This is an optimization exercise on Yosys and OpenROAD, whose aim is a short achievable clock period and few clock cycles, not a production implementation. Where RTL was checked, it was by simulation tests only, not by an equivalence proof against the original. Power and IR drop assume default switching activity.

## idxfp
module idxfp (
    input             clk,
    input             rst,             
    input             reset_capable,   
    input             poll,
    input      [31:0] now,
    output            busy,
    input             rx_avail,
    input       [7:0] rx_data,
    output            rx_pop,
    output            rdr_rst_n,
    output            ev_read,
    output            ev_remove,
    output     [39:0] ev_tag,
    input             cfg_req,
    input             cfg_we,
    input       [1:0] cfg_addr,
    input      [31:0] cfg_wdata,
    output     [31:0] cfg_rdata
);
For scale: roughly 1400 cells after synthesis, about 280 flip-flops, ~160 I/O pins, about 0.013 mm2 of cells after synthesis.
==> flow/config.mk <==
export PLATFORM = sky130hd
export DESIGN_NAME = idxfp
export DESIGN_NICKNAME = idxfp
export VERILOG_FILES = /design/flow/design.v
export SDC_FILE = /design/flow/constraint.sdc
export NUM_CORES = 4
export LEC_CHECK = 0
export CAP_MARGIN = 20
export CORE_MARGIN = 2
export CORE_UTILIZATION = 40
export SLEW_MARGIN = 20
==> flow/constraint.sdc <==
create_clock -name core_clock -period 5.0 [get_ports {clk}]
set_input_delay 1.0000 -clock core_clock [delete_from_list [all_inputs] [get_ports {clk}]]
set_output_delay 1.0000 -clock core_clock [all_outputs]
set_load 0.01 [all_outputs]
run.sh (not shown) runs the stock make flow with config.mk's settings and CLKGATE_MAP_FILE= SYNTH_SCRIPT=/design/flow/synth_recipe.tcl, a recipe that flattens the netlist after the stock synthesis.
The starting point ran to the end with no violations.
==> next run, changes <==
- ABC_CLOCK_PERIOD_IN_PS: not set -> 200
- SETUP_SLACK_MARGIN: not set -> 2.7
What happened:
- power rose by 7.0%
- area after synthesis is unchanged
- cell area rose by 14%
- critical path depth does not change
- hold slack is better by 0.0040 ns
- setup slack is better by 1.0 ns
- global-route usage rose by 1.5 points
==> next run, changes <==
- ABC_CLOCK_PERIOD_IN_PS: 200 -> 2000
Effect:
- synthesized area is unchanged
- hold slack stays the same
- sequential power is about the same
- wire length stays the same
- clock-buffer cell count does not change
- sequential share of layout area does not change
- clock skew does not change
- critical path depth is unchanged
No functional check of the RTL was part of any run of this note.

Another version of the RTL of idxfp (not shown whole).
Size in the first run: ~270 flip-flops, about 160 I/O pins, ~12000 µm² of cells after synthesis.
// idxfp
module idxfp (
    input             clk,
    input             rst,             
    input             reset_capable,   
    input             poll,
    input      [31:0] now,
    output            busy,
    input             rx_avail,
    input       [7:0] rx_data,
    output            rx_pop,
    output            rdr_rst_n,
    output            ev_read,
    output            ev_remove,
    output     [39:0] ev_tag,
    input             cfg_req,
    input             cfg_we,
    input       [1:0] cfg_addr,
    input      [31:0] cfg_wdata,
    output     [31:0] cfg_rdata
);
make LEC_CHECK=0 CAP_MARGIN=20 CORE_MARGIN=2 CORE_UTILIZATION=40 SETUP_SLACK_MARGIN=2.85 SLEW_MARGIN=20 SYNTH_HIERARCHICAL=1 finish   # period 5.0 ns
The baseline ran to the end with no violations.
Testbench counts at the start, summed over its fixed seeds: cycles 54,354.
Change:
SETUP_SLACK_MARGIN = 2.7   (was 2.85)
Power goes down by 6.0%.
Final area falls by 3.2%.
Global-route usage went down by 0.52 points.
Worst setup slack loses 0.0041 ns.
Synthesized cell count does not change.
Core utilization is lower by 1.7 points.
Via count came out lower by 1.1%.

idxfp, a different RTL version from the one above (not shown whole).
For scale: ~1,500 cells after synthesis, about 280 flip-flops, about 13,000 µm² of cells after synthesis.
clock: 5.0 ns
lec_check: 0
cap_margin: 20
core_margin: 2
core_utilization: 40
setup_slack_margin: 2.7
slew_margin: 20
synth_hierarchical: 1
Testbench counts at the start, summed over its fixed seeds: cycles 53,383.
Change:
==> flow/flow/run.sh (new file) <==
#!/bin/bash
# The standard layout flow (standard.sh), with the platform's don't-use
# list extended by slow high-fan-in OR/NOR cells, 3-input XOR/XNOR cells and
# the adder cells, so that ABC and the resizer map the logic onto faster
# gates. Everything else, synthesis script included, is the standard flow.
set -euo pipefail
here=$(pwd)
du=$(make -s -C "$FLOW_HOME" DESIGN_CONFIG="$here/config.mk" WORK_HOME="$here/orfs" \
       print-DONT_USE_CELLS 2> "$here/print_dont_use.log" | sed -n 's/^DONT_USE_CELLS: //p')
extra=$(tr '\n' ' ' < "$here/flow/dont_use_extra.txt")
bash standard.sh "DONT_USE_CELLS=$du $extra" finish > "$here/standard_flow.log" 2>&1
==> flow/flow/dont_use_extra.txt (new file) <==
sky130_fd_sc_hd__or3_*
sky130_fd_sc_hd__or3b_*
sky130_fd_sc_hd__or4_*
sky130_fd_sc_hd__or4b_*
sky130_fd_sc_hd__or4bb_*
sky130_fd_sc_hd__nor4_*
sky130_fd_sc_hd__nor4b_*
sky130_fd_sc_hd__nor4bb_*
sky130_fd_sc_hd__xor3_*
sky130_fd_sc_hd__xnor3_*
sky130_fd_sc_hd__a2111o_*
sky130_fd_sc_hd__a2111oi_*
sky130_fd_sc_hd__fa_*
sky130_fd_sc_hd__ha_*
sky130_fd_sc_hd__maj3_*
sky130_fd_sc_hd__a211oi_*
sky130_fd_sc_hd__a211o_*
sky130_fd_sc_hd__a311o_*
sky130_fd_sc_hd__a311oi_*
sky130_fd_sc_hd__o311a_*
sky130_fd_sc_hd__o311ai_*
sky130_fd_sc_hd__nor3_*
sky130_fd_sc_hd__nor3b_*
sky130_fd_sc_hd__and4b_*
sky130_fd_sc_hd__and4bb_*
sky130_fd_sc_hd__mux4_*
==> flow/standard.sh (new file) <==
#!/bin/bash
# synth_recipe.tcl (not shown) runs the flow's synth.tcl, then flattens the netlist and writes it again
# the make line also repeats each setting of config.mk as NAME=value (left out here)
make -C /OpenROAD-flow-scripts/flow DESIGN_CONFIG=/design/flow/config.mk WORK_HOME=/design/flow/orfs CLKGATE_MAP_FILE= SYNTH_SCRIPT=/design/flow/synth_recipe.tcl "${@:-finish}"
removed: flow/run.sh
Design area goes down by 4.2%.
Wire length goes up by 3.3%.
Non-clock buffer count shrinks by 43.
Sequential power barely changes.
Fmax rose by about 2.8%.
Via count goes up by 4.0%.
Change:
--- a/flow/flow/dont_use_extra.txt
+++ b/flow/flow/dont_use_extra.txt
@@ -22,5 +21,0 @@
-sky130_fd_sc_hd__nor3_*
-sky130_fd_sc_hd__nor3b_*
-sky130_fd_sc_hd__and4b_*
-sky130_fd_sc_hd__and4bb_*
-sky130_fd_sc_hd__mux4_*
Effect:
- The changed run produced a clean layout
- power goes up by 2.6%
- worst setup slack improves by 32 ps
- design area grows by 0.39%
- wire length barely changes
- clock skew came out lower by 3.3 ps
- sequential share of layout area is about the same
- count of clock-buffer cells in the layout came out lower by 4

-- static timing again, ports no longer ideal --
In the flow no input, the clock included, has a driving cell. The finished layouts below were timed again as built, in two steps.
Step 1 assumes that a clkbuf_16 drives the clock port and a buf_2 every other input.
Step 2 moves the port delays by t, midway between the first and last clock arrival at a register: inputs arrive t later, outputs are due t later. That takes back most of the time a late clock gives input paths.
Three values: ideal, step 1, step 2; two values: the first two.
run	shift t [ns]	setup WS [ns]	hold slack, ns	worst data-port slew with drivers (ns)	pins driven straight from the clock port
the first run of note 1	0.601	0.855 / 0.884 / 0.282	0.425 / 0.425 / 0.425	0.09	1
the second run of note 1	0.601	1.902 / 1.906 / 1.305	0.429 / 0.429 / 0.429	0.08	1
the third run of note 1	0.601	1.902 / 1.906 / 1.305	0.429 / 0.429 / 0.429	0.08	1
the first run of note 2	0.599	2.637 / 2.600 / 2.127	0.435 / 0.435 / 0.435	0.08	1
the second run of note 2	0.588	2.633 / 2.595 / 2.170	0.435 / 0.435 / 0.435	0.09	1
the first run of note 3	0.603	2.535 / 2.544 / 1.941	0.434 / 0.434 / 0.434	0.09	1
the second run of note 3	0.613	2.603 / 2.553 / 2.128	0.436 / 0.436 / 0.436	0.09	1
the third run of note 3	0.603	2.635 / 2.598 / 2.175	0.433 / 0.433 / 0.433	0.08	1
After both steps setup and hold are still met in every run listed.
